Background: an optimization exercise with open tools, aiming at small area, a short achievable clock period and few clock cycles per item. Do not read the settings as production practice.
The RTL was checked by simulation tests, not by an equivalence proof against the original design.
No activity file was given, so power comes from the tool's default toggle rates.

==> flow/design.v (outline; a module is shown in full before it is edited, if it fits) <==
// module hpsdr_telem: 141 lines
// module hpsdr_fa: 5 lines
// module hpsdr_ha: 5 lines
// module hpsdr_s2: 1177 lines
// module hpsdr_bridge: 374 lines
// module hpsdr_add55: 363 lines
// module hpsdr_add46: 290 lines
module hpsdr_telem (
    input  wire        clk,
    input  wire        rst,
    input  wire        in_valid,
    output wire        in_ready,
    input  wire [7:0]  in_c0,
    input  wire [31:0] in_data,
    output wire        out_valid,
    input  wire        out_ready,
    output reg  [2:0]  out_kind,
    output reg  [2:0]  out_keys,
    output reg  [31:0] out_a,
    output reg  [31:0] out_b
);
  // ...
==> flow/flow/run.sh <==
#!/bin/bash
set -euo pipefail
bash standard.sh SETUP_SLACK_MARGIN=7 finish > standard_flow.log 2>&1
==> flow/standard.sh <==
#!/bin/bash
# synth_recipe.tcl (not shown) runs the flow's synth.tcl, then flattens the netlist and writes it again
# the make line also repeats each setting of config.mk as NAME=value (left out here)
make -C /OpenROAD-flow-scripts/flow DESIGN_CONFIG=/design/flow/config.mk WORK_HOME=/design/flow/orfs CLKGATE_MAP_FILE= SYNTH_SCRIPT=/design/flow/synth_recipe.tcl "${@:-finish}"
==> flow/config.mk <==
export PLATFORM = sky130hd
export DESIGN_NAME = hpsdr_telem
export DESIGN_NICKNAME = hpsdr_telem
export VERILOG_FILES = /design/flow/design.v
export SDC_FILE = /design/flow/constraint.sdc
export NUM_CORES = 4
export LEC_CHECK = 0
export CAP_MARGIN = 20
export CORE_MARGIN = 2
export CORE_UTILIZATION = 40
export SLEW_MARGIN = 20
export SYNTH_HIERARCHICAL = 1
==> flow/constraint.sdc <==
create_clock -name core_clock -period 12.0 [get_ports {clk}]
set_input_delay 2.4000 -clock core_clock [delete_from_list [all_inputs] [get_ports {clk}]]
set_output_delay 2.4000 -clock core_clock [all_outputs]
set_load 0.01 [all_outputs]
==> qor.csv, run 1 <==
stage,metric,value,unit
status,outcome,no timing/DRC/antenna violations,
cells_and_area,multi_input_area,18900,um^2
cells_and_area,multi_input_gates,1915,
power_and_ir_drop,p_comb_frac,0.712,
global_routing,grt-busiest-layer,met2,
global_routing,grt_pass1_wl,122000,um
global_routing,use_met3,0.0333,
die,ios,116,
setup_path,reg2reg_to,r2_t[39],
setup_path,timing.critical_path.buf_inv,0,
detailed_routing,drt_iter0_markers,1619,
cells_and_area,buf_share,0.0744,
setup_path,timing.reg2reg.setup_slack,6.35,ns
cts,numCtsBuffers,30,
sta,hold_viol_final,0,
cells_and_area,seqCellArea,7800,um^2
cells_and_area,mostFrequentLayoutCell,fa_1,
detailed_routing,avgRoutedWirePerCell,22.5,um
sta,slew_headroom,0.280,
detailed_routing,drc_errors,0,
cells_and_area,design.seq.count,274,
detailed_routing,top_layer,met4,
die,initial_core_util,0.406,
setup_path,critPathMaxFanout,7,
die,core,66100,um^2
cells_and_area,fin_util,0.480,
detailed_routing,wl_met1,32900,um
Testbench counts, summed over its fixed seeds: cycles 3,232, items 3,200.
==> module hpsdr_telem, before the edit <==
module hpsdr_telem (
    input  wire        clk,
    input  wire        rst,
    input  wire        in_valid,
    output wire        in_ready,
    input  wire [7:0]  in_c0,
    input  wire [31:0] in_data,
    output wire        out_valid,
    input  wire        out_ready,
    output reg  [2:0]  out_kind,
    output reg  [2:0]  out_keys,
    output reg  [31:0] out_a,
    output reg  [31:0] out_b
);
    localparam [2:0] K_INFO   = 3'd0;
    localparam [2:0] K_FWD    = 3'd1;
    localparam [2:0] K_REV    = 3'd2;
    localparam [2:0] K_SUPPLY = 3'd3;
    localparam [2:0] K_ADC    = 3'd4;
    localparam [2:0] K_RAW    = 3'd5;
    localparam [2:0] K_REV0   = 3'd6;    
    reg v1, v2, v3;
    reg skid_full;
    wire en   = ~v3 | out_ready;
    wire take = in_valid & ~skid_full;
    assign in_ready  = ~skid_full;
    assign out_valid = v3;
    reg [2:0] in_kind;
    always @(*) begin
        case (in_c0[7:3])
            5'd0:    in_kind = K_INFO;
            5'd1:    in_kind = K_FWD;
            5'd2:    in_kind = K_REV;
            5'd3:    in_kind = K_SUPPLY;
            5'd4:    in_kind = K_ADC;
            default: in_kind = K_RAW;
        endcase
    end
    reg [2:0]  sk_kind;
    reg [2:0]  sk_keys;
    reg [31:0] sk_data;
    reg        v0;
    reg [2:0]  s_kind;
    reg [2:0]  s_keys;
    reg [31:0] s_data;
    wire [15:0] s_hi   = s_data[31:16];
    wire [15:0] s_lo   = s_data[15:0];
    wire [19:0] u_hi = {1'b0, s_hi, 3'b0} + {3'b0, s_hi, 1'b0} + {4'b0, s_hi} - 20'd110;
    wire [19:0] u_lo = {1'b0, s_lo, 3'b0} + {3'b0, s_lo, 1'b0} + {4'b0, s_lo};
    wire        s_rev = (s_kind == K_REV);
    wire        s_fwd = (s_kind == K_FWD);
    wire        s_sup = (s_kind == K_SUPPLY);
    wire        s_oth = ~(s_rev | s_fwd | s_sup);
    wire [19:0] s_ub  = ({20{s_rev}} & u_hi) | ({20{s_fwd}} & u_lo);
    wire [19:0] s_us  = ({20{s_sup}} & u_lo) | ({20{s_oth}} & {4'd0, s_lo});
    reg [2:0]  r1_kind, r2_kind;
    reg [2:0]  r1_keys, r2_keys;
    reg [15:0] r1_h, r2_h;
    reg [19:0] r1_ub, r1_us;
    reg [39:0] r2_t;
    wire        conv = (r1_kind == K_FWD) | (r1_kind == K_REV) | (r1_kind == K_REV0) |
                       (r1_kind == K_SUPPLY);
    wire [39:0] t;
    hpsdr_s2 u_s2 (.ub(r1_ub), .us(r1_us), .t(t));
    wire [30:0] qb;
    hpsdr_bridge u_br (.t(r2_t), .q(qb));
    wire [7:0] c1 = r2_h[15:8];
    wire [7:0] c2 = r2_h[7:0];
    wire [7:0] c3 = r2_t[15:8];
    wire [7:0] c4 = r2_t[7:0];
    function [8:0] ver(input [7:0] v);
        reg [7:0] q, r;
        begin
            q = v / 8'd10;
            r = v % 8'd10;
            ver = {q[4:0], r[3:0]};
        end
    endfunction
    reg [2:0]  k_n;
    reg [31:0] a_r, b_r;
    always @(*) begin
        k_n = r2_kind;
        a_r = 32'd0;
        b_r = 32'd0;
        case (r2_kind)
            K_INFO:   begin a_r = {25'd0, c1[6:0]};
                            b_r = {5'd0, ver(c2), ver(c3), ver(c4)}; end
            K_FWD:    a_r = {16'd0, r2_h};
            K_REV:    b_r = {16'd0, r2_h};
            K_REV0:   begin b_r = {16'd0, r2_h}; k_n = K_REV; end
            K_SUPPLY: begin a_r = {16'd0, r2_h}; b_r = {7'd0, r2_t[24:0]}; end
            K_ADC:    begin a_r = {28'd0, c4[0], c3[0], c2[0], c1[0]};
                            b_r = {4'd0, c4[7:1], c3[7:1], c2[7:1], c1[7:1]}; end
            default:  a_r = {r2_h, r2_t[15:0]};
        endcase
    end
    wire [31:0] a_n = a_r | ({32{r2_kind == K_REV}} & {1'b0, qb});
    wire [31:0] b_n = b_r | ({32{r2_kind == K_FWD}} & {1'b0, qb});
    always @(posedge clk) begin
        if (rst) begin
            v0 <= 1'b0;
            v1 <= 1'b0;
            v2 <= 1'b0;
            v3 <= 1'b0;
            skid_full <= 1'b0;
        end else if (en) begin
            v0 <= skid_full | take;
            v1 <= v0;
            v2 <= v1;
            v3 <= v2;
            skid_full <= 1'b0;
        end else if (take) begin
            skid_full <= 1'b1;
        end
    end
    always @(posedge clk) begin
        if (~skid_full) begin
            sk_kind <= in_kind;
            sk_keys <= in_c0[2:0];
            sk_data <= in_data;
        end
        if (en) begin
            s_kind  <= skid_full ? sk_kind : in_kind;
            s_keys  <= skid_full ? sk_keys : in_c0[2:0];
            s_data  <= skid_full ? sk_data : in_data;
            r1_kind <= (s_rev && s_hi <= 16'd10) ? K_REV0 : s_kind;
            r1_keys <= s_keys;
            r1_h    <= s_rev ? s_lo : s_hi;
            r1_ub   <= s_ub;
            r1_us   <= s_us;
            r2_kind <= r1_kind;
            r2_keys <= r1_keys;
            r2_h    <= r1_h;
            r2_t    <= {t[39:16], conv ? t[15:0] : r1_us[15:0]};
            out_kind <= k_n;
            out_keys <= r2_keys;
            out_a    <= a_n;
            out_b    <= b_n;
        end
    end
endmodule
==> run 2: changes to the inputs <==
--- a/flow/design.v
+++ b/flow/design.v
@@ -34,20 +34,19 @@
             5'd3:    in_kind = K_SUPPLY;
             5'd4:    in_kind = K_ADC;
             default: in_kind = K_RAW;
         endcase
     end
     reg [2:0]  sk_kind;
     reg [2:0]  sk_keys;
     reg [31:0] sk_data;
-    reg        v0;
-    reg [2:0]  s_kind;
-    reg [2:0]  s_keys;
-    reg [31:0] s_data;
+    wire [2:0]  s_kind = skid_full ? sk_kind : in_kind;
+    wire [2:0]  s_keys = skid_full ? sk_keys : in_c0[2:0];
+    wire [31:0] s_data = skid_full ? sk_data : in_data;
     wire [15:0] s_hi   = s_data[31:16];
     wire [15:0] s_lo   = s_data[15:0];
     wire [19:0] u_hi = {1'b0, s_hi, 3'b0} + {3'b0, s_hi, 1'b0} + {4'b0, s_hi} - 20'd110;
     wire [19:0] u_lo = {1'b0, s_lo, 3'b0} + {3'b0, s_lo, 1'b0} + {4'b0, s_lo};
     wire        s_rev = (s_kind == K_REV);
     wire        s_fwd = (s_kind == K_FWD);
     wire        s_sup = (s_kind == K_SUPPLY);
     wire        s_oth = ~(s_rev | s_fwd | s_sup);
@@ -93,41 +92,36 @@
                             b_r = {4'd0, c4[7:1], c3[7:1], c2[7:1], c1[7:1]}; end
             default:  a_r = {r2_h, r2_t[15:0]};
         endcase
     end
     wire [31:0] a_n = a_r | ({32{r2_kind == K_REV}} & {1'b0, qb});
     wire [31:0] b_n = b_r | ({32{r2_kind == K_FWD}} & {1'b0, qb});
     always @(posedge clk) begin
         if (rst) begin
-            v0 <= 1'b0;
             v1 <= 1'b0;
             v2 <= 1'b0;
             v3 <= 1'b0;
             skid_full <= 1'b0;
         end else if (en) begin
-            v0 <= skid_full | take;
-            v1 <= v0;
+            v1 <= skid_full | take;
             v2 <= v1;
             v3 <= v2;
             skid_full <= 1'b0;
         end else if (take) begin
             skid_full <= 1'b1;
         end
     end
     always @(posedge clk) begin
         if (~skid_full) begin
             sk_kind <= in_kind;
             sk_keys <= in_c0[2:0];
             sk_data <= in_data;
         end
         if (en) begin
-            s_kind  <= skid_full ? sk_kind : in_kind;
-            s_keys  <= skid_full ? sk_keys : in_c0[2:0];
-            s_data  <= skid_full ? sk_data : in_data;
             r1_kind <= (s_rev && s_hi <= 16'd10) ? K_REV0 : s_kind;
             r1_keys <= s_keys;
             r1_h    <= s_rev ? s_lo : s_hi;
             r1_ub   <= s_ub;
             r1_us   <= s_us;
             r2_kind <= r1_kind;
             r2_keys <= r1_keys;
             r2_h    <= r1_h;
@@ -1317,757 +1311,275 @@
     hpsdr_fa s699_i (.a(c490), .b(s595), .c(c594), .s(s699), .co(c700));
     hpsdr_fa s701_i (.a(c494), .b(s597), .c(c596), .s(s701), .co(c702));
     hpsdr_fa s703_i (.a(c498), .b(s599), .c(c598), .s(s703), .co(c704));
     hpsdr_fa s705_i (.a(c500), .b(s601), .c(c600), .s(s705), .co(c706));
     hpsdr_fa s707_i (.a(c502), .b(s603), .c(c602), .s(s707), .co(c708));
     hpsdr_fa s709_i (.a(1'b1), .b(s605), .c(c604), .s(s709), .co(c710));
     hpsdr_fa s711_i (.a(g193), .b(1'b1), .c(c606), .s(s711), .co(c712));
     hpsdr_fa s713_i (.a(g194), .b(ub[19]), .c(1'b1), .s(s713), .co(c714));
-    wire [54:0] full;
-    hpsdr_add55 u_add (.a({1'b1, s713, s711, s709, s707, s705, s703, s701, s699, s697, s695, s693, s691, s689, s687, s685, s683, s681, s679, s677, s675, s673, s671, s669, s667, s665, s663, s661, s659, s657, s655, s653, s651, s649, s647, s645, s643, s641, s639, s637, s635, s633, s631, s629, s627, s625, s623, s621, s619, s617, s615, s613, s611, s609, s503}), .b({c714, c712, c710, c708, c706, c704, c702, c700, c698, c696, c694, c692, c690, c688, c686, c684, c682, c680, c678, c676, c674, c672, c670, c668, c666, c664, c662, c660, c658, c656, c654, c652, c650, c648, c646, c644, c642, c640, c638, c636, c634, c632, c630, c628, c626, c624, c622, c620, c618, c616, c614, c612, c610, c608, s607}), .s(full));
+    wire [54:0] full = {1'b1, s713, s711, s709, s707, s705, s703, s701, s699, s697, s695, s693, s691, s689, s687, s685, s683, s681, s679, s677, s675, s673, s671, s669, s667, s665, s663, s661, s659, s657, s655, s653, s651, s649, s647, s645, s643, s641, s639, s637, s635, s633, s631, s629, s627, s625, s623, s621, s619, s617, s615, s613, s611, s609, s503} + {c714, c712, c710, c708, c706, c704, c702, c700, c698, c696, c694, c692, c690, c688, c686, c684, c682, c680, c678, c676, c674, c672, c670, c668, c666, c664, c662, c660, c658, c656, c654, c652, c650, c648, c646, c644, c642, c640, c638, c636, c634, c632, c630, c628, c626, c624, c622, c620, c618, c616, c614, c612, c610, c608, s607};
     assign t = full[54:15];
 endmodule
 module hpsdr_bridge (t, q);
     input wire [39:0] t;
     output wire [30:0] q;
-    wire n1;
-    wire n2;
-    wire n3;
-    wire n4;
-    wire n5;
-    wire n6;
-    wire n7;
-    wire n8;
-    wire n9;
-    wire n10;
-    wire n11;
-    wire n12;
-    wire n13;
-    wire n14;
-    wire n15;
-    wire n16;
-    wire n17;
-    wire n18;
-    wire n19;
-    wire n20;
-    wire n21;
-    wire n22;
-    wire n23;
-    wire s24;
-    wire c25;
-    wire s26;
-    wire c27;
-    wire s28;
-    wire c29;
-    wire s30;
-    wire c31;
-    wire s32;
-    wire c33;
-    wire s34;
-    wire c35;
-    wire s36;
-    wire c37;
-    wire s38;
-    wire c39;
-    wire s40;
-    wire c41;
-    wire s42;
-    wire c43;
-    wire s44;
-    wire c45;
-    wire s46;
-    wire c47;
-    wire s48;
-    wire c49;
-    wire s50;
-    wire c51;
-    wire s52;
-    wire c53;
-    wire s54;
-    wire c55;
-    wire s56;
-    wire c57;
-    wire s58;
-    wire c59;
-    wire s60;
-    wire c61;
-    wire s62;
-    wire c63;
-    wire s64;
-    wire c65;
-    wire s66;
-    wire c67;
-    wire s68;
-    wire c69;
-    wire s70;
-    wire c71;
-    wire s72;
-    wire c73;
-    wire s74;
-    wire c75;
-    wire s76;
-    wire c77;
-    wire s78;
-    wire c79;
-    wire s80;
-    wire c81;
-    wire s82;
-    wire c83;
-    wire s84;
-    wire c85;
-    wire s86;
-    wire c87;
-    wire s88;
-    wire c89;
-    wire s90;
-    wire c91;
-    wire s92;
-    wire c93;
-    wire s94;
-    wire c95;
-    wire s96;
-    wire c97;
-    wire s98;
-    wire c99;
-    wire s100;
-    wire c101;
-    wire s102;
-    wire c103;
-    wire s104;
-    wire c105;
-    wire s106;
-    wire c107;
-    wire s108;
-    wire c109;
-    wire s110;
-    wire c111;
-    wire s112;
-    wire c113;
-    wire s114;
-    wire c115;
-    wire s116;
-    wire c117;
-    wire s118;
-    wire c119;
-    wire s120;
-    wire c121;
-    wire s122;
-    wire c123;
-    wire s124;
-    wire c125;
-    wire s126;
-    wire c127;
-    wire s128;
-    wire c129;
-    wire s130;
-    wire c131;
-    wire s132;
-    wire c133;
-    wire s134;
-    wire c135;
-    wire s136;
-    wire c137;
-    wire s138;
-    wire c139;
-    wire s140;
-    wire c141;
-    wire s142;
-    wire c143;
-    wire s144;
-    wire c145;
-    wire s146;
-    wire c147;
-    wire s148;
-    wire c149;
-    wire s150;
-    wire c151;
-    wire s152;
-    wire c153;
-    wire s154;
-    wire c155;
-    wire s156;
-    wire c157;
-    wire s158;
-    wire c159;
-    wire s160;
-    wire c161;
-    wire s162;
-    wire c163;
-    wire s164;
-    wire c165;
-    wire s166;
-    wire c167;
-    wire s168;
-    wire c169;
-    wire s170;
-    wire c171;
-    wire s172;
-    wire c173;
-    wire s174;
-    wire c175;
-    wire s176;
-    wire c177;
-    wire s178;
-    wire c179;
-    wire s180;
-    wire c181;
-    wire s182;
-    wire c183;
-    wire s184;
-    wire c185;
-    wire s186;
-    wire c187;
-    wire s188;
-    wire c189;
-    wire s190;
-    wire c191;
-    wire s192;
-    wire c193;
-    wire s194;
-    wire c195;
-    wire s196;
-    wire c197;
-    wire s198;
-    wire c199;
-    wire s200;
-    wire c201;
-    wire s202;
-    wire c203;
-    wire s204;
-    wire c205;
-    wire s206;
-    wire c207;
-    wire s208;
-    wire c209;
-    wire s210;
-    wire c211;
-    wire s212;
-    wire c213;
-    wire s214;
-    wire c215;
-    wire s216;
-    wire c217;
-    wire s218;
-    wire c219;
-    wire s220;
-    wire c221;
-    wire s222;
-    wire c223;
-    wire s224;
-    wire c225;
-    wire s226;
-    wire c227;
-    wire s228;
-    wire c229;
-    wire s230;
-    wire c231;
-    wire s232;
-    wire c233;
-    wire s234;
-    wire c235;
-    wire s236;
-    wire c237;
-    assign n1 = ~t[17];
-    assign n2 = ~t[18];
-    assign n3 = ~t[19];
-    assign n4 = ~t[20];
-    assign n5 = ~t[21];
-    assign n6 = ~t[22];
-    assign n7 = ~t[23];
-    assign n8 = ~t[24];
-    assign n9 = ~t[25];
-    assign n10 = ~t[26];
-    assign n11 = ~t[27];
-    assign n12 = ~t[28];
-    assign n13 = ~t[29];
-    assign n14 = ~t[30];
-    assign n15 = ~t[31];
-    assign n16 = ~t[32];
-    assign n17 = ~t[33];
-    assign n18 = ~t[34];
-    assign n19 = ~t[35];
-    assign n20 = ~t[36];
-    assign n21 = ~t[37];
-    assign n22 = ~t[38];
-    assign n23 = ~t[39];
-    hpsdr_ha s24_i (.a(t[27]), .b(n1), .s(s24), .co(c25));
-    hpsdr_fa s26_i (.a(t[28]), .b(n2), .c(t[16]), .s(s26), .co(c27));
-    hpsdr_ha s28_i (.a(t[29]), .b(n3), .s(s28), .co(c29));
-    hpsdr_ha s30_i (.a(t[30]), .b(n4), .s(s30), .co(c31));
-    hpsdr_ha s32_i (.a(t[31]), .b(n5), .s(s32), .co(c33));
-    hpsdr_ha s34_i (.a(t[32]), .b(n6), .s(s34), .co(c35));
-    hpsdr_ha s36_i (.a(t[33]), .b(n7), .s(s36), .co(c37));
-    hpsdr_fa s38_i (.a(t[34]), .b(n8), .c(t[22]), .s(s38), .co(c39));
-    hpsdr_fa s40_i (.a(t[35]), .b(n9), .c(t[23]), .s(s40), .co(c41));
-    hpsdr_fa s42_i (.a(t[36]), .b(n10), .c(t[24]), .s(s42), .co(c43));
-    hpsdr_fa s44_i (.a(t[37]), .b(n11), .c(t[25]), .s(s44), .co(c45));
-    hpsdr_fa s46_i (.a(t[38]), .b(n12), .c(t[26]), .s(s46), .co(c47));
-    hpsdr_fa s48_i (.a(t[39]), .b(n13), .c(t[27]), .s(s48), .co(c49));
-    hpsdr_ha s50_i (.a(n14), .b(t[28]), .s(s50), .co(c51));
-    hpsdr_ha s52_i (.a(n15), .b(t[29]), .s(s52), .co(c53));
-    hpsdr_ha s54_i (.a(n16), .b(t[30]), .s(s54), .co(c55));
-    hpsdr_ha s56_i (.a(n17), .b(t[31]), .s(s56), .co(c57));
-    hpsdr_ha s58_i (.a(n18), .b(t[32]), .s(s58), .co(c59));
-    hpsdr_ha s60_i (.a(n19), .b(t[33]), .s(s60), .co(c61));
-    hpsdr_ha s62_i (.a(n20), .b(t[34]), .s(s62), .co(c63));
-    hpsdr_ha s64_i (.a(n21), .b(t[35]), .s(s64), .co(c65));
-    hpsdr_ha s66_i (.a(n22), .b(t[36]), .s(s66), .co(c67));
-    hpsdr_ha s68_i (.a(n23), .b(t[37]), .s(s68), .co(c69));
-    hpsdr_ha s70_i (.a(t[38]), .b(t[27]), .s(s70), .co(c71));
-    hpsdr_ha s72_i (.a(t[39]), .b(t[28]), .s(s72), .co(c73));
-    hpsdr_ha s74_i (.a(t[15]), .b(t[4]), .s(s74), .co(c75));
-    hpsdr_fa s76_i (.a(t[5]), .b(1'b1), .c(s26), .s(s76), .co(c77));
-    hpsdr_fa s78_i (.a(t[17]), .b(t[6]), .c(s28), .s(s78), .co(c79));
-    hpsdr_fa s80_i (.a(t[18]), .b(t[7]), .c(s30), .s(s80), .co(c81));
-    hpsdr_fa s82_i (.a(t[19]), .b(t[8]), .c(s32), .s(s82), .co(c83));
-    hpsdr_fa s84_i (.a(t[20]), .b(t[9]), .c(s34), .s(s84), .co(c85));
-    hpsdr_fa s86_i (.a(t[21]), .b(t[10]), .c(s36), .s(s86), .co(c87));
-    hpsdr_fa s88_i (.a(t[11]), .b(t[0]), .c(s38), .s(s88), .co(c89));
-    hpsdr_fa s90_i (.a(t[12]), .b(t[1]), .c(s40), .s(s90), .co(c91));
-    hpsdr_fa s92_i (.a(t[13]), .b(t[2]), .c(s42), .s(s92), .co(c93));
-    hpsdr_fa s94_i (.a(t[14]), .b(t[3]), .c(s44), .s(s94), .co(c95));
-    hpsdr_fa s96_i (.a(t[15]), .b(t[4]), .c(s46), .s(s96), .co(c97));
-    hpsdr_fa s98_i (.a(t[16]), .b(t[5]), .c(s48), .s(s98), .co(c99));
-    hpsdr_fa s100_i (.a(t[17]), .b(t[6]), .c(s50), .s(s100), .co(c101));
-    hpsdr_fa s102_i (.a(t[18]), .b(t[7]), .c(s52), .s(s102), .co(c103));
-    hpsdr_fa s104_i (.a(t[19]), .b(t[8]), .c(s54), .s(s104), .co(c105));
-    hpsdr_fa s106_i (.a(t[20]), .b(t[9]), .c(s56), .s(s106), .co(c107));
-    hpsdr_fa s108_i (.a(t[21]), .b(t[10]), .c(s58), .s(s108), .co(c109));
-    hpsdr_fa s110_i (.a(t[22]), .b(t[11]), .c(s60), .s(s110), .co(c111));
-    hpsdr_fa s112_i (.a(t[23]), .b(t[12]), .c(s62), .s(s112), .co(c113));
-    hpsdr_fa s114_i (.a(t[24]), .b(t[13]), .c(s64), .s(s114), .co(c115));
-    hpsdr_fa s116_i (.a(t[25]), .b(t[14]), .c(s66), .s(s116), .co(c117));
-    hpsdr_fa s118_i (.a(t[26]), .b(t[15]), .c(s68), .s(s118), .co(c119));
-    hpsdr_fa s120_i (.a(t[16]), .b(1'b1), .c(s70), .s(s120), .co(c121));
-    hpsdr_fa s122_i (.a(t[17]), .b(1'b1), .c(s72), .s(s122), .co(c123));
-    hpsdr_fa s124_i (.a(t[29]), .b(t[18]), .c(1'b1), .s(s124), .co(c125));
-    hpsdr_ha s126_i (.a(t[30]), .b(t[19]), .s(s126), .co(c127));
-    hpsdr_ha s128_i (.a(t[31]), .b(t[20]), .s(s128), .co(c129));
-    hpsdr_ha s130_i (.a(t[32]), .b(t[21]), .s(s130), .co(c131));
-    hpsdr_ha s132_i (.a(t[33]), .b(t[22]), .s(s132), .co(c133));
-    hpsdr_ha s134_i (.a(t[34]), .b(t[23]), .s(s134), .co(c135));
-    hpsdr_ha s136_i (.a(t[35]), .b(t[24]), .s(s136), .co(c137));
-    hpsdr_ha s138_i (.a(t[36]), .b(t[25]), .s(s138), .co(c139));
-    hpsdr_ha s140_i (.a(t[37]), .b(t[26]), .s(s140), .co(c141));
-    hpsdr_ha s142_i (.a(t[38]), .b(t[27]), .s(s142), .co(c143));
-    hpsdr_ha s144_i (.a(t[39]), .b(t[28]), .s(s144), .co(c145));
-    hpsdr_ha s146_i (.a(1'b1), .b(s24), .s(s146), .co(c147));
-    hpsdr_fa s148_i (.a(c25), .b(s76), .c(c75), .s(s148), .co(c149));
-    hpsdr_fa s150_i (.a(c27), .b(s78), .c(c77), .s(s150), .co(c151));
-    hpsdr_fa s152_i (.a(c29), .b(s80), .c(c79), .s(s152), .co(c153));
-    hpsdr_fa s154_i (.a(c31), .b(s82), .c(c81), .s(s154), .co(c155));
-    hpsdr_fa s156_i (.a(c33), .b(s84), .c(c83), .s(s156), .co(c157));
-    hpsdr_fa s158_i (.a(c35), .b(s86), .c(c85), .s(s158), .co(c159));
-    hpsdr_fa s160_i (.a(c37), .b(s88), .c(c87), .s(s160), .co(c161));
-    hpsdr_fa s162_i (.a(c39), .b(s90), .c(c89), .s(s162), .co(c163));
-    hpsdr_fa s164_i (.a(c41), .b(s92), .c(c91), .s(s164), .co(c165));
-    hpsdr_fa s166_i (.a(c43), .b(s94), .c(c93), .s(s166), .co(c167));
-    hpsdr_fa s168_i (.a(c45), .b(s96), .c(c95), .s(s168), .co(c169));
-    hpsdr_fa s170_i (.a(c47), .b(s98), .c(c97), .s(s170), .co(c171));
-    hpsdr_fa s172_i (.a(c49), .b(s100), .c(c99), .s(s172), .co(c173));
-    hpsdr_fa s174_i (.a(c51), .b(s102), .c(c101), .s(s174), .co(c175));
-    hpsdr_fa s176_i (.a(c53), .b(s104), .c(c103), .s(s176), .co(c177));
-    hpsdr_fa s178_i (.a(c55), .b(s106), .c(c105), .s(s178), .co(c179));
-    hpsdr_fa s180_i (.a(c57), .b(s108), .c(c107), .s(s180), .co(c181));
-    hpsdr_fa s182_i (.a(c59), .b(s110), .c(c109), .s(s182), .co(c183));
-    hpsdr_fa s184_i (.a(c61), .b(s112), .c(c111), .s(s184), .co(c185));
-    hpsdr_fa s186_i (.a(c63), .b(s114), .c(c113), .s(s186), .co(c187));
-    hpsdr_fa s188_i (.a(c65), .b(s116), .c(c115), .s(s188), .co(c189));
-    hpsdr_fa s190_i (.a(c67), .b(s118), .c(c117), .s(s190), .co(c191));
-    hpsdr_fa s192_i (.a(c69), .b(s120), .c(c119), .s(s192), .co(c193));
-    hpsdr_fa s194_i (.a(c71), .b(s122), .c(c121), .s(s194), .co(c195));
-    hpsdr_fa s196_i (.a(c73), .b(s124), .c(c123), .s(s196), .co(c197));
-    hpsdr_fa s198_i (.a(1'b1), .b(s126), .c(c125), .s(s198), .co(c199));
-    hpsdr_fa s200_i (.a(1'b1), .b(s128), .c(c127), .s(s200), .co(c201));
-    hpsdr_fa s202_i (.a(1'b1), .b(s130), .c(c129), .s(s202), .co(c203));
-    hpsdr_fa s204_i (.a(1'b1), .b(s132), .c(c131), .s(s204), .co(c205));
-    hpsdr_fa s206_i (.a(1'b1), .b(s134), .c(c133), .s(s206), .co(c207));
-    hpsdr_fa s208_i (.a(1'b1), .b(s136), .c(c135), .s(s208), .co(c209));
-    hpsdr_fa s210_i (.a(1'b1), .b(s138), .c(c137), .s(s210), .co(c211));
-    hpsdr_fa s212_i (.a(1'b1), .b(s140), .c(c139), .s(s212), .co(c213));
-    hpsdr_fa s214_i (.a(1'b1), .b(s142), .c(c141), .s(s214), .co(c215));
-    hpsdr_fa s216_i (.a(1'b1), .b(s144), .c(c143), .s(s216), .co(c217));
-    hpsdr_fa s218_i (.a(t[29]), .b(1'b1), .c(c145), .s(s218), .co(c219));
-    hpsdr_ha s220_i (.a(t[30]), .b(1'b1), .s(s220), .co(c221));
-    hpsdr_ha s222_i (.a(t[31]), .b(1'b1), .s(s222), .co(c223));
-    hpsdr_ha s224_i (.a(t[32]), .b(1'b1), .s(s224), .co(c225));
-    hpsdr_ha s226_i (.a(t[33]), .b(1'b1), .s(s226), .co(c227));
-    hpsdr_ha s228_i (.a(t[34]), .b(1'b1), .s(s228), .co(c229));
-    hpsdr_ha s230_i (.a(t[35]), .b(1'b1), .s(s230), .co(c231));
-    hpsdr_ha s232_i (.a(t[36]), .b(1'b1), .s(s232), .co(c233));
-    hpsdr_ha s234_i (.a(t[37]), .b(1'b1), .s(s234), .co(c235));
-    hpsdr_ha s236_i (.a(t[38]), .b(1'b1), .s(s236), .co(c237));
+    wire s1;
+    wire c2;
+    wire s3;
+    wire c4;
+    wire s5;
+    wire c6;
+    wire s7;
+    wire c8;
+    wire s9;
+    wire c10;
+    wire s11;
+    wire c12;
+    wire s13;
+    wire c14;
+    wire s15;
+    wire c16;
+    wire s17;
+    wire c18;
+    wire s19;
+    wire c20;
+    wire s21;
+    wire c22;
+    wire s23;
+    wire c24;
+    wire s25;
+    wire c26;
+    wire s27;
+    wire c28;
+    wire s29;
+    wire c30;
+    wire s31;
+    wire c32;
+    wire s33;
+    wire c34;
+    wire s35;
+    wire c36;
+    wire s37;
+    wire c38;
+    wire s39;
+    wire c40;
+    wire s41;
+    wire c42;
+    wire s43;
+    wire c44;
+    wire s45;
+    wire c46;
+    wire s47;
+    wire c48;
+    wire s49;
+    wire c50;
+    wire s51;
+    wire c52;
+    wire s53;
+    wire c54;
+    wire s55;
+    wire c56;
+    wire s57;
+    wire c58;
+    wire s59;
+    wire c60;
+    wire s61;
+    wire c62;
+    wire s63;
+    wire c64;
+    wire s65;
+    wire c66;
+    wire s67;
+    wire c68;
+    wire s69;
+    wire c70;
+    wire s71;
+    wire c72;
+    wire s73;
+    wire c74;
+    wire s75;
+    wire c76;
+    wire s77;
+    wire c78;
+    wire s79;
+    wire c80;
+    wire s81;
+    wire c82;
+    wire s83;
+    wire c84;
+    wire s85;
+    wire c86;
+    wire s87;
+    wire c88;
+    wire s89;
+    wire c90;
+    wire s91;
+    wire c92;
+    wire s93;
+    wire c94;
+    wire s95;
+    wire c96;
+    wire s97;
+    wire c98;
+    wire s99;
+    wire c100;
+    wire s101;
+    wire c102;
+    wire s103;
+    wire c104;
+    wire s105;
+    wire c106;
+    wire s107;
+    wire c108;
+    wire s109;
+    wire c110;
+    wire s111;
+    wire c112;
+    wire s113;
+    wire c114;
+    wire s115;
+    wire c116;
+    wire s117;
+    wire c118;
+    wire s119;
+    wire c120;
+    wire s121;
+    wire c122;
+    wire s123;
+    wire c124;
+    wire s125;
+    wire c126;
+    wire s127;
+    wire c128;
+    wire s129;
+    wire c130;
+    wire s131;
+    wire c132;
+    wire s133;
+    wire c134;
+    wire s135;
+    wire c136;
+    wire s137;
+    wire c138;
+    wire s139;
+    wire c140;
+    wire s141;
+    wire c142;
+    wire s143;
+    wire c144;
+    wire s145;
+    wire c146;
+    wire s147;
+    wire c148;
+    wire s149;
+    wire c150;
+    wire s151;
+    wire c152;
+    wire s153;
+    wire c154;
+    wire s155;
+    wire c156;
+    wire s157;
+    wire c158;
+    wire s159;
+    wire c160;
+    wire s161;
+    wire c162;
+    wire s163;
+    wire c164;
+    wire s165;
+    wire c166;
+    hpsdr_ha s1_i (.a(t[27]), .b(t[17]), .s(s1), .co(c2));
+    hpsdr_fa s3_i (.a(t[28]), .b(t[18]), .c(t[17]), .s(s3), .co(c4));
+    hpsdr_ha s5_i (.a(t[29]), .b(t[19]), .s(s5), .co(c6));
+    hpsdr_ha s7_i (.a(t[30]), .b(t[20]), .s(s7), .co(c8));
+    hpsdr_ha s9_i (.a(t[31]), .b(t[21]), .s(s9), .co(c10));
+    hpsdr_ha s11_i (.a(t[32]), .b(t[22]), .s(s11), .co(c12));
+    hpsdr_ha s13_i (.a(t[33]), .b(t[23]), .s(s13), .co(c14));
+    hpsdr_fa s15_i (.a(t[34]), .b(t[24]), .c(t[23]), .s(s15), .co(c16));
+    hpsdr_fa s17_i (.a(t[35]), .b(t[25]), .c(t[24]), .s(s17), .co(c18));
+    hpsdr_fa s19_i (.a(t[36]), .b(t[26]), .c(t[25]), .s(s19), .co(c20));
+    hpsdr_fa s21_i (.a(t[37]), .b(t[27]), .c(t[26]), .s(s21), .co(c22));
+    hpsdr_fa s23_i (.a(t[38]), .b(t[28]), .c(t[27]), .s(s23), .co(c24));
+    hpsdr_fa s25_i (.a(t[39]), .b(t[29]), .c(t[28]), .s(s25), .co(c26));
+    hpsdr_ha s27_i (.a(t[30]), .b(t[29]), .s(s27), .co(c28));
+    hpsdr_ha s29_i (.a(t[31]), .b(t[30]), .s(s29), .co(c30));
+    hpsdr_ha s31_i (.a(t[32]), .b(t[31]), .s(s31), .co(c32));
+    hpsdr_ha s33_i (.a(t[33]), .b(t[32]), .s(s33), .co(c34));
+    hpsdr_ha s35_i (.a(t[34]), .b(t[33]), .s(s35), .co(c36));
+    hpsdr_ha s37_i (.a(t[35]), .b(t[34]), .s(s37), .co(c38));
+    hpsdr_ha s39_i (.a(t[36]), .b(t[35]), .s(s39), .co(c40));
+    hpsdr_ha s41_i (.a(t[37]), .b(t[36]), .s(s41), .co(c42));
+    hpsdr_ha s43_i (.a(t[38]), .b(t[37]), .s(s43), .co(c44));
+    hpsdr_ha s45_i (.a(t[39]), .b(t[38]), .s(s45), .co(c46));
+    hpsdr_ha s47_i (.a(t[16]), .b(t[4]), .s(s47), .co(c48));
+    hpsdr_fa s49_i (.a(t[5]), .b(1'b1), .c(s3), .s(s49), .co(c50));
+    hpsdr_fa s51_i (.a(t[18]), .b(t[6]), .c(s5), .s(s51), .co(c52));
+    hpsdr_fa s53_i (.a(t[19]), .b(t[7]), .c(s7), .s(s53), .co(c54));
+    hpsdr_fa s55_i (.a(t[20]), .b(t[8]), .c(s9), .s(s55), .co(c56));
+    hpsdr_fa s57_i (.a(t[21]), .b(t[9]), .c(s11), .s(s57), .co(c58));
+    hpsdr_fa s59_i (.a(t[22]), .b(t[10]), .c(s13), .s(s59), .co(c60));
+    hpsdr_fa s61_i (.a(t[11]), .b(t[0]), .c(s15), .s(s61), .co(c62));
+    hpsdr_fa s63_i (.a(t[12]), .b(t[1]), .c(s17), .s(s63), .co(c64));
+    hpsdr_fa s65_i (.a(t[13]), .b(t[2]), .c(s19), .s(s65), .co(c66));
+    hpsdr_fa s67_i (.a(t[14]), .b(t[3]), .c(s21), .s(s67), .co(c68));
+    hpsdr_fa s69_i (.a(t[15]), .b(t[4]), .c(s23), .s(s69), .co(c70));
+    hpsdr_fa s71_i (.a(t[16]), .b(t[5]), .c(s25), .s(s71), .co(c72));
+    hpsdr_fa s73_i (.a(t[17]), .b(t[6]), .c(s27), .s(s73), .co(c74));
+    hpsdr_fa s75_i (.a(t[18]), .b(t[7]), .c(s29), .s(s75), .co(c76));
+    hpsdr_fa s77_i (.a(t[19]), .b(t[8]), .c(s31), .s(s77), .co(c78));
+    hpsdr_fa s79_i (.a(t[20]), .b(t[9]), .c(s33), .s(s79), .co(c80));
+    hpsdr_fa s81_i (.a(t[21]), .b(t[10]), .c(s35), .s(s81), .co(c82));
+    hpsdr_fa s83_i (.a(t[22]), .b(t[11]), .c(s37), .s(s83), .co(c84));
+    hpsdr_fa s85_i (.a(t[23]), .b(t[12]), .c(s39), .s(s85), .co(c86));
+    hpsdr_fa s87_i (.a(t[24]), .b(t[13]), .c(s41), .s(s87), .co(c88));
+    hpsdr_fa s89_i (.a(t[25]), .b(t[14]), .c(s43), .s(s89), .co(c90));
+    hpsdr_fa s91_i (.a(t[26]), .b(t[15]), .c(s45), .s(s91), .co(c92));
+    hpsdr_fa s93_i (.a(t[39]), .b(t[27]), .c(t[16]), .s(s93), .co(c94));
+    hpsdr_ha s95_i (.a(1'b1), .b(s1), .s(s95), .co(c96));
+    hpsdr_fa s97_i (.a(c2), .b(s49), .c(c48), .s(s97), .co(c98));
+    hpsdr_fa s99_i (.a(c4), .b(s51), .c(c50), .s(s99), .co(c100));
+    hpsdr_fa s101_i (.a(c6), .b(s53), .c(c52), .s(s101), .co(c102));
+    hpsdr_fa s103_i (.a(c8), .b(s55), .c(c54), .s(s103), .co(c104));
+    hpsdr_fa s105_i (.a(c10), .b(s57), .c(c56), .s(s105), .co(c106));
+    hpsdr_fa s107_i (.a(c12), .b(s59), .c(c58), .s(s107), .co(c108));
+    hpsdr_fa s109_i (.a(c14), .b(s61), .c(c60), .s(s109), .co(c110));
+    hpsdr_fa s111_i (.a(c16), .b(s63), .c(c62), .s(s111), .co(c112));
+    hpsdr_fa s113_i (.a(c18), .b(s65), .c(c64), .s(s113), .co(c114));
+    hpsdr_fa s115_i (.a(c20), .b(s67), .c(c66), .s(s115), .co(c116));
+    hpsdr_fa s117_i (.a(c22), .b(s69), .c(c68), .s(s117), .co(c118));
+    hpsdr_fa s119_i (.a(c24), .b(s71), .c(c70), .s(s119), .co(c120));
+    hpsdr_fa s121_i (.a(c26), .b(s73), .c(c72), .s(s121), .co(c122));
+    hpsdr_fa s123_i (.a(c28), .b(s75), .c(c74), .s(s123), .co(c124));
+    hpsdr_fa s125_i (.a(c30), .b(s77), .c(c76), .s(s125), .co(c126));
+    hpsdr_fa s127_i (.a(c32), .b(s79), .c(c78), .s(s127), .co(c128));
+    hpsdr_fa s129_i (.a(c34), .b(s81), .c(c80), .s(s129), .co(c130));
+    hpsdr_fa s131_i (.a(c36), .b(s83), .c(c82), .s(s131), .co(c132));
+    hpsdr_fa s133_i (.a(c38), .b(s85), .c(c84), .s(s133), .co(c134));
+    hpsdr_fa s135_i (.a(c40), .b(s87), .c(c86), .s(s135), .co(c136));
+    hpsdr_fa s137_i (.a(c42), .b(s89), .c(c88), .s(s137), .co(c138));
+    hpsdr_fa s139_i (.a(c44), .b(s91), .c(c90), .s(s139), .co(c140));
+    hpsdr_fa s141_i (.a(c46), .b(s93), .c(c92), .s(s141), .co(c142));
+    hpsdr_fa s143_i (.a(t[28]), .b(t[17]), .c(c94), .s(s143), .co(c144));
+    hpsdr_ha s145_i (.a(t[29]), .b(t[18]), .s(s145), .co(c146));
+    hpsdr_ha s147_i (.a(t[30]), .b(t[19]), .s(s147), .co(c148));
+    hpsdr_ha s149_i (.a(t[31]), .b(t[20]), .s(s149), .co(c150));
+    hpsdr_ha s151_i (.a(t[32]), .b(t[21]), .s(s151), .co(c152));
+    hpsdr_ha s153_i (.a(t[33]), .b(t[22]), .s(s153), .co(c154));
+    hpsdr_ha s155_i (.a(t[34]), .b(t[23]), .s(s155), .co(c156));
+    hpsdr_ha s157_i (.a(t[35]), .b(t[24]), .s(s157), .co(c158));
+    hpsdr_ha s159_i (.a(t[36]), .b(t[25]), .s(s159), .co(c160));
+    hpsdr_ha s161_i (.a(t[37]), .b(t[26]), .s(s161), .co(c162));
+    hpsdr_ha s163_i (.a(t[38]), .b(t[27]), .s(s163), .co(c164));
+    hpsdr_ha s165_i (.a(t[39]), .b(t[28]), .s(s165), .co(c166));
     wire [45:0] full;
-    hpsdr_add46 u_add (.a({s236, s234, s232, s230, s228, s226, s224, s222, s220, s218, s216, s214, s212, s210, s208, s206, s204, s202, s200, s198, s196, s194, s192, s190, s188, s186, s184, s182, s180, s178, s176, s174, s172, s170, s168, s166, s164, s162, s160, s158, s156, s154, s152, s150, s148, s74}), .b({c235, c233, c231, c229, c227, c225, c223, c221, c219, c217, c215, c213, c211, c209, c207, c205, c203, c201, c199, c197, c195, c193, c191, c189, c187, c185, c183, c181, c179, c177, c175, c173, c171, c169, c167, c165, c163, c161, c159, c157, c155, c153, c151, c149, c147, s146}), .s(full));
+    hpsdr_add46 u_add (.a({t[38], t[37], t[36], t[35], t[34], t[33], t[32], t[31], t[30], t[29], s165, s163, s161, s159, s157, s155, s153, s151, s149, s147, s145, s143, s141, s139, s137, s135, s133, s131, s129, s127, s125, s123, s121, s119, s117, s115, s113, s111, s109, s107, s105, s103, s101, s99, s97, s47}), .b({1'b0, 1'b0, 1'b0, 1'b0, 1'b0, 1'b0, 1'b0, 1'b0, 1'b0, c166, c164, c162, c160, c158, c156, c154, c152, c150, c148, c146, c144, c142, c140, c138, c136, c134, c132, c130, c128, c126, c124, c122, c120, c118, c116, c114, c112, c110, c108, c106, c104, c102, c100, c98, c96, s95}), .s(full));
     assign q = full[45:15];
 endmodule
-module hpsdr_add55 (a, b, s);
-    input wire [54:0] a, b;
-    output wire [54:0] s;
-    wire [54:0] g0 = a & b;
-    wire [54:0] p0 = a ^ b;
-    wire g1 = g0[1] | (p0[1] & g0[0]);
-    wire p1 = p0[1] & p0[0];
-    wire g2 = g0[3] | (p0[3] & g0[2]);
-    wire p2 = p0[3] & p0[2];
-    wire g3 = g0[5] | (p0[5] & g0[4]);
-    wire p3 = p0[5] & p0[4];
-    wire g4 = g0[7] | (p0[7] & g0[6]);
-    wire p4 = p0[7] & p0[6];
-    wire g5 = g0[9] | (p0[9] & g0[8]);
-    wire p5 = p0[9] & p0[8];
-    wire g6 = g0[11] | (p0[11] & g0[10]);
-    wire p6 = p0[11] & p0[10];
-    wire g7 = g0[13] | (p0[13] & g0[12]);
-    wire p7 = p0[13] & p0[12];
-    wire g8 = g0[15] | (p0[15] & g0[14]);
-    wire p8 = p0[15] & p0[14];
-    wire g9 = g0[17] | (p0[17] & g0[16]);
-    wire p9 = p0[17] & p0[16];
-    wire g10 = g0[19] | (p0[19] & g0[18]);
-    wire p10 = p0[19] & p0[18];
-    wire g11 = g0[21] | (p0[21] & g0[20]);
-    wire p11 = p0[21] & p0[20];
-    wire g12 = g0[23] | (p0[23] & g0[22]);
-    wire p12 = p0[23] & p0[22];
-    wire g13 = g0[25] | (p0[25] & g0[24]);
-    wire p13 = p0[25] & p0[24];
-    wire g14 = g0[27] | (p0[27] & g0[26]);
-    wire p14 = p0[27] & p0[26];
-    wire g15 = g0[29] | (p0[29] & g0[28]);
-    wire p15 = p0[29] & p0[28];
-    wire g16 = g0[31] | (p0[31] & g0[30]);
-    wire p16 = p0[31] & p0[30];
-    wire g17 = g0[33] | (p0[33] & g0[32]);
-    wire p17 = p0[33] & p0[32];
-    wire g18 = g0[35] | (p0[35] & g0[34]);
-    wire p18 = p0[35] & p0[34];
-    wire g19 = g0[37] | (p0[37] & g0[36]);
-    wire p19 = p0[37] & p0[36];
-    wire g20 = g0[39] | (p0[39] & g0[38]);
-    wire p20 = p0[39] & p0[38];
-    wire g21 = g0[41] | (p0[41] & g0[40]);
-    wire p21 = p0[41] & p0[40];
-    wire g22 = g0[43] | (p0[43] & g0[42]);
-    wire p22 = p0[43] & p0[42];
-    wire g23 = g0[45] | (p0[45] & g0[44]);
-    wire p23 = p0[45] & p0[44];
-    wire g24 = g0[47] | (p0[47] & g0[46]);
-    wire p24 = p0[47] & p0[46];
-    wire g25 = g0[49] | (p0[49] & g0[48]);
-    wire p25 = p0[49] & p0[48];
-    wire g26 = g0[51] | (p0[51] & g0[50]);
-    wire p26 = p0[51] & p0[50];
-    wire g27 = g0[53] | (p0[53] & g0[52]);
-    wire p27 = p0[53] & p0[52];
-    wire g28 = g0[2] | (p0[2] & g1);
-    wire p28 = p0[2] & p1;
-    wire g29 = g2 | (p2 & g1);
-    wire p29 = p2 & p1;
-    wire g30 = g0[6] | (p0[6] & g3);
-    wire p30 = p0[6] & p3;
-    wire g31 = g4 | (p4 & g3);
-    wire p31 = p4 & p3;
-    wire g32 = g0[10] | (p0[10] & g5);
-    wire p32 = p0[10] & p5;
-    wire g33 = g6 | (p6 & g5);
-    wire p33 = p6 & p5;
-    wire g34 = g0[14] | (p0[14] & g7);
-    wire p34 = p0[14] & p7;
-    wire g35 = g8 | (p8 & g7);
-    wire p35 = p8 & p7;
-    wire g36 = g0[18] | (p0[18] & g9);
-    wire p36 = p0[18] & p9;
-    wire g37 = g10 | (p10 & g9);
-    wire p37 = p10 & p9;
-    wire g38 = g0[22] | (p0[22] & g11);
-    wire p38 = p0[22] & p11;
-    wire g39 = g12 | (p12 & g11);
-    wire p39 = p12 & p11;
-    wire g40 = g0[26] | (p0[26] & g13);
-    wire p40 = p0[26] & p13;
-    wire g41 = g14 | (p14 & g13);
-    wire p41 = p14 & p13;
-    wire g42 = g0[30] | (p0[30] & g15);
-    wire p42 = p0[30] & p15;
-    wire g43 = g16 | (p16 & g15);
-    wire p43 = p16 & p15;
-    wire g44 = g0[34] | (p0[34] & g17);
-    wire p44 = p0[34] & p17;
-    wire g45 = g18 | (p18 & g17);
-    wire p45 = p18 & p17;
-    wire g46 = g0[38] | (p0[38] & g19);
-    wire p46 = p0[38] & p19;
-    wire g47 = g20 | (p20 & g19);
-    wire p47 = p20 & p19;
-    wire g48 = g0[42] | (p0[42] & g21);
-    wire p48 = p0[42] & p21;
-    wire g49 = g22 | (p22 & g21);
-    wire p49 = p22 & p21;
-    wire g50 = g0[46] | (p0[46] & g23);
-    wire p50 = p0[46] & p23;
-    wire g51 = g24 | (p24 & g23);
-    wire p51 = p24 & p23;
-    wire g52 = g0[50] | (p0[50] & g25);
-    wire p52 = p0[50] & p25;
-    wire g53 = g26 | (p26 & g25);
-    wire p53 = p26 & p25;
-    wire g54 = g0[54] | (p0[54] & g27);
-    wire p54 = p0[54] & p27;
-    wire g55 = g0[4] | (p0[4] & g29);
-    wire p55 = p0[4] & p29;
-    wire g56 = g3 | (p3 & g29);
-    wire p56 = p3 & p29;
-    wire g57 = g30 | (p30 & g29);
-    wire p57 = p30 & p29;
-    wire g58 = g31 | (p31 & g29);
-    wire p58 = p31 & p29;
-    wire g59 = g0[12] | (p0[12] & g33);
-    wire p59 = p0[12] & p33;
-    wire g60 = g7 | (p7 & g33);
-    wire p60 = p7 & p33;
-    wire g61 = g34 | (p34 & g33);
-    wire p61 = p34 & p33;
-    wire g62 = g35 | (p35 & g33);
-    wire p62 = p35 & p33;
-    wire g63 = g0[20] | (p0[20] & g37);
-    wire p63 = p0[20] & p37;
-    wire g64 = g11 | (p11 & g37);
-    wire p64 = p11 & p37;
-    wire g65 = g38 | (p38 & g37);
-    wire p65 = p38 & p37;
-    wire g66 = g39 | (p39 & g37);
-    wire p66 = p39 & p37;
-    wire g67 = g0[28] | (p0[28] & g41);
-    wire p67 = p0[28] & p41;
-    wire g68 = g15 | (p15 & g41);
-    wire p68 = p15 & p41;
-    wire g69 = g42 | (p42 & g41);
-    wire p69 = p42 & p41;
-    wire g70 = g43 | (p43 & g41);
-    wire p70 = p43 & p41;
-    wire g71 = g0[36] | (p0[36] & g45);
-    wire p71 = p0[36] & p45;
-    wire g72 = g19 | (p19 & g45);
-    wire p72 = p19 & p45;
-    wire g73 = g46 | (p46 & g45);
-    wire p73 = p46 & p45;
-    wire g74 = g47 | (p47 & g45);
-    wire p74 = p47 & p45;
-    wire g75 = g0[44] | (p0[44] & g49);
-    wire p75 = p0[44] & p49;
-    wire g76 = g23 | (p23 & g49);
-    wire p76 = p23 & p49;
-    wire g77 = g50 | (p50 & g49);
-    wire p77 = p50 & p49;
-    wire g78 = g51 | (p51 & g49);
-    wire p78 = p51 & p49;
-    wire g79 = g0[52] | (p0[52] & g53);
-    wire p79 = p0[52] & p53;
-    wire g80 = g27 | (p27 & g53);
-    wire p80 = p27 & p53;
-    wire g81 = g54 | (p54 & g53);
-    wire p81 = p54 & p53;
-    wire g82 = g0[8] | (p0[8] & g58);
-    wire p82 = p0[8] & p58;
-    wire g83 = g5 | (p5 & g58);
-    wire p83 = p5 & p58;
-    wire g84 = g32 | (p32 & g58);
-    wire p84 = p32 & p58;
-    wire g85 = g33 | (p33 & g58);
-    wire p85 = p33 & p58;
-    wire g86 = g59 | (p59 & g58);
-    wire p86 = p59 & p58;
-    wire g87 = g60 | (p60 & g58);
-    wire p87 = p60 & p58;
-    wire g88 = g61 | (p61 & g58);
-    wire p88 = p61 & p58;
-    wire g89 = g62 | (p62 & g58);
-    wire p89 = p62 & p58;
-    wire g90 = g0[24] | (p0[24] & g66);
-    wire p90 = p0[24] & p66;
-    wire g91 = g13 | (p13 & g66);
-    wire p91 = p13 & p66;
-    wire g92 = g40 | (p40 & g66);
-    wire p92 = p40 & p66;
-    wire g93 = g41 | (p41 & g66);
-    wire p93 = p41 & p66;
-    wire g94 = g67 | (p67 & g66);
-    wire p94 = p67 & p66;
-    wire g95 = g68 | (p68 & g66);
-    wire p95 = p68 & p66;
-    wire g96 = g69 | (p69 & g66);
-    wire p96 = p69 & p66;
-    wire g97 = g70 | (p70 & g66);
-    wire p97 = p70 & p66;
-    wire g98 = g0[40] | (p0[40] & g74);
-    wire p98 = p0[40] & p74;
-    wire g99 = g21 | (p21 & g74);
-    wire p99 = p21 & p74;
-    wire g100 = g48 | (p48 & g74);
-    wire p100 = p48 & p74;
-    wire g101 = g49 | (p49 & g74);
-    wire p101 = p49 & p74;
-    wire g102 = g75 | (p75 & g74);
-    wire p102 = p75 & p74;
-    wire g103 = g76 | (p76 & g74);
-    wire p103 = p76 & p74;
-    wire g104 = g77 | (p77 & g74);
-    wire p104 = p77 & p74;
-    wire g105 = g78 | (p78 & g74);
-    wire p105 = p78 & p74;
-    wire g106 = g0[16] | (p0[16] & g89);
-    wire p106 = p0[16] & p89;
-    wire g107 = g9 | (p9 & g89);
-    wire p107 = p9 & p89;
-    wire g108 = g36 | (p36 & g89);
-    wire p108 = p36 & p89;
-    wire g109 = g37 | (p37 & g89);
-    wire p109 = p37 & p89;
-    wire g110 = g63 | (p63 & g89);
-    wire p110 = p63 & p89;
-    wire g111 = g64 | (p64 & g89);
-    wire p111 = p64 & p89;
-    wire g112 = g65 | (p65 & g89);
-    wire p112 = p65 & p89;
-    wire g113 = g66 | (p66 & g89);
-    wire p113 = p66 & p89;
-    wire g114 = g90 | (p90 & g89);
-    wire p114 = p90 & p89;
-    wire g115 = g91 | (p91 & g89);
-    wire p115 = p91 & p89;
-    wire g116 = g92 | (p92 & g89);
-    wire p116 = p92 & p89;
-    wire g117 = g93 | (p93 & g89);
-    wire p117 = p93 & p89;
-    wire g118 = g94 | (p94 & g89);
-    wire p118 = p94 & p89;
-    wire g119 = g95 | (p95 & g89);
-    wire p119 = p95 & p89;
-    wire g120 = g96 | (p96 & g89);
-    wire p120 = p96 & p89;
-    wire g121 = g97 | (p97 & g89);
-    wire p121 = p97 & p89;
-    wire g122 = g0[48] | (p0[48] & g105);
-    wire p122 = p0[48] & p105;
-    wire g123 = g25 | (p25 & g105);
-    wire p123 = p25 & p105;
-    wire g124 = g52 | (p52 & g105);
-    wire p124 = p52 & p105;
-    wire g125 = g53 | (p53 & g105);
-    wire p125 = p53 & p105;
-    wire g126 = g79 | (p79 & g105);
-    wire p126 = p79 & p105;
-    wire g127 = g80 | (p80 & g105);
-    wire p127 = p80 & p105;
-    wire g128 = g81 | (p81 & g105);
-    wire p128 = p81 & p105;
-    wire g129 = g0[32] | (p0[32] & g121);
-    wire p129 = p0[32] & p121;
-    wire g130 = g17 | (p17 & g121);
-    wire p130 = p17 & p121;
-    wire g131 = g44 | (p44 & g121);
-    wire p131 = p44 & p121;
-    wire g132 = g45 | (p45 & g121);
-    wire p132 = p45 & p121;
-    wire g133 = g71 | (p71 & g121);
-    wire p133 = p71 & p121;
-    wire g134 = g72 | (p72 & g121);
-    wire p134 = p72 & p121;
-    wire g135 = g73 | (p73 & g121);
-    wire p135 = p73 & p121;
-    wire g136 = g74 | (p74 & g121);
-    wire p136 = p74 & p121;
-    wire g137 = g98 | (p98 & g121);
-    wire p137 = p98 & p121;
-    wire g138 = g99 | (p99 & g121);
-    wire p138 = p99 & p121;
-    wire g139 = g100 | (p100 & g121);
-    wire p139 = p100 & p121;
-    wire g140 = g101 | (p101 & g121);
-    wire p140 = p101 & p121;
-    wire g141 = g102 | (p102 & g121);
-    wire p141 = p102 & p121;
-    wire g142 = g103 | (p103 & g121);
-    wire p142 = p103 & p121;
-    wire g143 = g104 | (p104 & g121);
-    wire p143 = p104 & p121;
-    wire g144 = g105 | (p105 & g121);
-    wire p144 = p105 & p121;
-    wire g145 = g122 | (p122 & g121);
-    wire p145 = p122 & p121;
-    wire g146 = g123 | (p123 & g121);
-    wire p146 = p123 & p121;
-    wire g147 = g124 | (p124 & g121);
-    wire p147 = p124 & p121;
-    wire g148 = g125 | (p125 & g121);
-    wire p148 = p125 & p121;
-    wire g149 = g126 | (p126 & g121);
-    wire p149 = p126 & p121;
-    wire g150 = g127 | (p127 & g121);
-    wire p150 = p127 & p121;
-    wire g151 = g128 | (p128 & g121);
-    wire p151 = p128 & p121;
-    assign s[0] = p0[0];
-    assign s[1] = p0[1] ^ g0[0];
-    assign s[2] = p0[2] ^ g1;
-    assign s[3] = p0[3] ^ g28;
-    assign s[4] = p0[4] ^ g29;
-    assign s[5] = p0[5] ^ g55;
-    assign s[6] = p0[6] ^ g56;
-    assign s[7] = p0[7] ^ g57;
-    assign s[8] = p0[8] ^ g58;
-    assign s[9] = p0[9] ^ g82;
-    assign s[10] = p0[10] ^ g83;
-    assign s[11] = p0[11] ^ g84;
-    assign s[12] = p0[12] ^ g85;
-    assign s[13] = p0[13] ^ g86;
-    assign s[14] = p0[14] ^ g87;
-    assign s[15] = p0[15] ^ g88;
-    assign s[16] = p0[16] ^ g89;
-    assign s[17] = p0[17] ^ g106;
-    assign s[18] = p0[18] ^ g107;
-    assign s[19] = p0[19] ^ g108;
-    assign s[20] = p0[20] ^ g109;
-    assign s[21] = p0[21] ^ g110;
-    assign s[22] = p0[22] ^ g111;
-    assign s[23] = p0[23] ^ g112;
-    assign s[24] = p0[24] ^ g113;
-    assign s[25] = p0[25] ^ g114;
-    assign s[26] = p0[26] ^ g115;
-    assign s[27] = p0[27] ^ g116;
-    assign s[28] = p0[28] ^ g117;
-    assign s[29] = p0[29] ^ g118;
-    assign s[30] = p0[30] ^ g119;
-    assign s[31] = p0[31] ^ g120;
-    assign s[32] = p0[32] ^ g121;
-    assign s[33] = p0[33] ^ g129;
-    assign s[34] = p0[34] ^ g130;
-    assign s[35] = p0[35] ^ g131;
-    assign s[36] = p0[36] ^ g132;
-    assign s[37] = p0[37] ^ g133;
-    assign s[38] = p0[38] ^ g134;
-    assign s[39] = p0[39] ^ g135;
-    assign s[40] = p0[40] ^ g136;
-    assign s[41] = p0[41] ^ g137;
-    assign s[42] = p0[42] ^ g138;
-    assign s[43] = p0[43] ^ g139;
-    assign s[44] = p0[44] ^ g140;
-    assign s[45] = p0[45] ^ g141;
-    assign s[46] = p0[46] ^ g142;
-    assign s[47] = p0[47] ^ g143;
-    assign s[48] = p0[48] ^ g144;
-    assign s[49] = p0[49] ^ g145;
-    assign s[50] = p0[50] ^ g146;
-    assign s[51] = p0[51] ^ g147;
-    assign s[52] = p0[52] ^ g148;
-    assign s[53] = p0[53] ^ g149;
-    assign s[54] = p0[54] ^ g150;
-endmodule
 module hpsdr_add46 (a, b, s);
     input wire [45:0] a, b;
     output wire [45:0] s;
     wire [45:0] g0 = a & b;
     wire [45:0] p0 = a ^ b;
     wire g1 = g0[1] | (p0[1] & g0[0]);
     wire p1 = p0[1] & p0[0];
     wire g2 = g0[3] | (p0[3] & g0[2]);
==> flow/flow/run.sh (replaced) <==
#!/bin/bash
set -euo pipefail
bash standard.sh SETUP_SLACK_MARGIN=6.8 finish > standard_flow.log 2>&1
==> flow/config.mk (replaced) <==
export PLATFORM = sky130hd
export DESIGN_NAME = hpsdr_telem
export DESIGN_NICKNAME = hpsdr_telem
export VERILOG_FILES = /design/flow/design.v
export SDC_FILE = /design/flow/constraint.sdc
export NUM_CORES = 4
export LEC_CHECK = 0
export CAP_MARGIN = 20
export CORE_MARGIN = 2
export CORE_UTILIZATION = 40
export CTS_BUF_LIST = sky130_fd_sc_hd__clkbuf_4 sky130_fd_sc_hd__clkbuf_8
export SLEW_MARGIN = 20
export SYNTH_HIERARCHICAL = 1
==> run 2 against run 1 <==
Critical path type unchanged. Non-clock buffer count stayed put. Via count is 2.2% higher. Core utilization is 0.16 points higher. Flip-flop and latch count is 39 lower. Largest power group unchanged.
==> qor.csv, run 2 <==
stage,metric,value,unit,change
setup_path,crit_type,register to register,,
cells_and_area,top_register,r2_t,,
sta,fmaxAchievable,0.193,GHz,
setup_path,crit_path_end_kind,register,,
cts,path_clk_slew,0.07,ns,
cells_and_area,largest_reg_flops,40,,
setup_path,start_kind,register,,
flow_run,max_cap_viol_count,0,,
global_routing,grt_overflow,0,,
sta,slew_headroom,0.279,,-0.000515
yosys,syn_area,25800,um^2,
die,ios,116,,unchanged
cts,cts.sinks,235,,
sta,hold_slack,0.405,ns,
global_routing,grt_pass1_vias,20900,,
power_and_ir_drop,fin_total_pwr,0.00837,W,
min_path,hold_path_depth,0,,
detailed_routing,vias_per_cell,5.68,,
min_path,worst_hold_path_type,register to register,,
power_and_ir_drop,power_leakage,13.2,nW,
detailed_routing,routed_wl,80300,um,
setup_path,ff2ff_path_depth,17,,
global_routing,grtUsageTotal,0.237,,
setup_path,required,12.34,ns,
place,dpl_worst_slack,5.64,ns,
place,dp_hpwl,57500,um,
yosys,syn_inst,2470,,
cells_and_area,finalNetCount,3277,,
sta,tns,0,ns,
detailed_routing,vias,20400,,
setup_path,cp.arrival,5.53,ns,
detailed_routing,avgRoutedWirePerCell,22.3,um,-0.83%
cells_and_area,nFillCells,5811,,
die,die_area,66500,um^2,
global_routing,antenna_found_initial,4,,
cts,clock_latency,0.63,ns,
detailed_routing,firstDrtPassIters,6,,
global_routing,grt_pass1_wl,122000,um,+0.18%
cts,clock-root-buffer,clkbuf_8,,
cts,cts_buffer_depth,3,,
die,chipWidth,258,um,
cells_and_area,multi_input_area,19300,um^2,+2.2%
detailed_routing,drt_iter0_markers,1298,,-20%
sta,rsz0062_at_grt,yes,,
status,outcome,no timing/DRC/antenna violations,,
die,die-height,258,um,
sta,finalSetupViolCount,0,,
cells_and_area,mostFrequentLayoutCell,fa_1,,
die,placementRows,93,,
cts,cts_tree,built,,
power_and_ir_drop,ir_drop,0.313,mV,
cells_and_area,reg_top3,"r2_t: 40 flops, out_a: 32 flops, sk_data: 32 flops",,
cts,cts.htree.levels,2,,
detailed_routing,ant_nets,0,,
yosys,yosys_warnings,7,,
cells_and_area,seqCellArea,6640,um^2,-15%
die,core,64100,um^2,-3.0%
yosys,synth.avg_cell_area,10.4,um^2,
global_routing,grt_max_degree,79,,
sta,hold_viol_final,0,,unchanged
sta,min_period_over_period,0.433,,
cells_and_area,area_delta_synth_final,19.9,%,
place,gp_congestion,0.911,,
cells_and_area,fin_util,0.482,,+0.00160
cells_and_area,layout-drive-gt1-share,0.175,,
detailed_routing,drc_errors,0,,unchanged
die,initial_core_util,0.402,,-0.00433
sta,tightest_slew,1.08,ns,
sta,finalWorstSetupSlack,6.81,ns,
sta,fin_crit,5.19,ns,
cells_and_area,layout_common_cells,"fa_1, nand2_1, edfxtp_1, ha_1, and2_1",,
sta,fin_skew,0.0811,ns,
place,port_buffers,114,,
power_and_ir_drop,p_per_area,271,nW/um^2,
cts,numCtsBuffers,41,,+37%
sta,finalMaxSlewViolations,0,,
setup_path,critPathMaxFanout,8,,+1
run 2: changes by cell type in the layout (fill, tap and decap cells not counted), moves of 30 or more:
cell      before  now
a21o_1        71   37
a21oi_1       91  127
clkbuf_8       1   41
edfxtp_1     231  193
mux2_2        59   23
nand2_1      122  206
o21ai_0       99   69
run 2: metrics by stage:
step | std cells | area, um^2
after global placement | 3379 | 27900
after global routing | 3592 | 30900
after detailed placement | 3379 | 27900
after CTS | 3536 | 29800
final | 3594 | 30900
after floorplan | 2512 | 26000
run 2: report_power, final:
group | total, W | switching, W | internal [W]
Clock | 0.000801 | 0.000358 | 0.000443
Sequential | 0.00141 | 0.000320 | 0.00109
Combinational | 0.00616 | 0.00358 | 0.00258
run 2: layout make-up:
cell class	instances	share of cell area
Sequential cell	235	0.215
Tap cell	855	0.0346
Antenna cell	3	0.000243
Clock inverter	23	0.00770
Multi-Input combinational cell	2015	0.625
Inverter	146	0.0177
Timing Repair Buffer	266	0.0787
Clock buffer	51	0.0207
run 2: routing by layer:
metal  track usage  vias up  part of all wire
met5             0        -           0.00039
li1              -     9266                 -
met3        0.0364      211             0.065
met1         0.302    10200              0.40
met2         0.402      763              0.48
met4        0.0997        4             0.046
run 2: final timing paths:
| check | from | to | slack (ns) |
|---|---|---|---|
| max | r1_ub[4] | r2_t[35] | 6.81 |
| min | r1_h[10] | r2_h[10] | 0.41 |
| max reg2reg | r1_ub[4] | r2_t[35] | 6.81 |
| min reg2reg | r1_h[10] | r2_h[10] | 0.41 |
run 2: worst max-delay path: stages (launching register included):
cell and delay (ns):
edfxtp_1 0.45, buf_6 0.17, clkbuf_16 0.15, and2_4 0.15, fa_1 0.49, fa_1 0.43
fa_1 0.54, fa_1 0.44, fa_2 0.59, ha_4 0.25, a21o_1 0.19, a21o_1 0.21
a21oi_2 0.15, o21ai_0 0.12, a21oi_1 0.17, nor2_1 0.07, nor3_2 0.20, xnor2_1 0.12
run 2: what timing repair did:
action	4_1_cts	5_1_grt
gates cloned	0	4
hold buffers	0	0
pin swaps	25	84
setup buffers	83	51
endpoints found under the setup margin	52	50
resized for setup	116	123
Testbench counts of run 2, summed over its fixed seeds: cycles 3,224, items 3,200.

## afterwards: timing with drivers on the ports
Ports are ideal in the flow. The routed layouts listed here were re-timed in OpenROAD. Step 1 assumes that a clkbuf_16 drives the clock port and a buf_2 every other input. Step 2 also shifts input and output timing later by t, the mid clock arrival at the registers, as if the neighbouring blocks saw the same clock. Three values: ideal ports, drivers, drivers and shift; two values: the first two.
| run | shift t [ns] | setup WS [ns] | worst setup path after step 2 | latest minus earliest clock arrival (ns) |
|---|---|---|---|---|
| run 1 | 0.646 | 6.354 / 6.354 / 6.354 | register to register | 0.053 / 0.052 |
| run 2 | 0.652 | 6.806 / 6.806 / 6.196 | input to register | 0.081 / 0.081 |
After both steps every run listed still meets setup and hold. The setup slack of run 2, which loses most, moves by 0.000 ns with the drivers and by -0.610 ns with both steps.
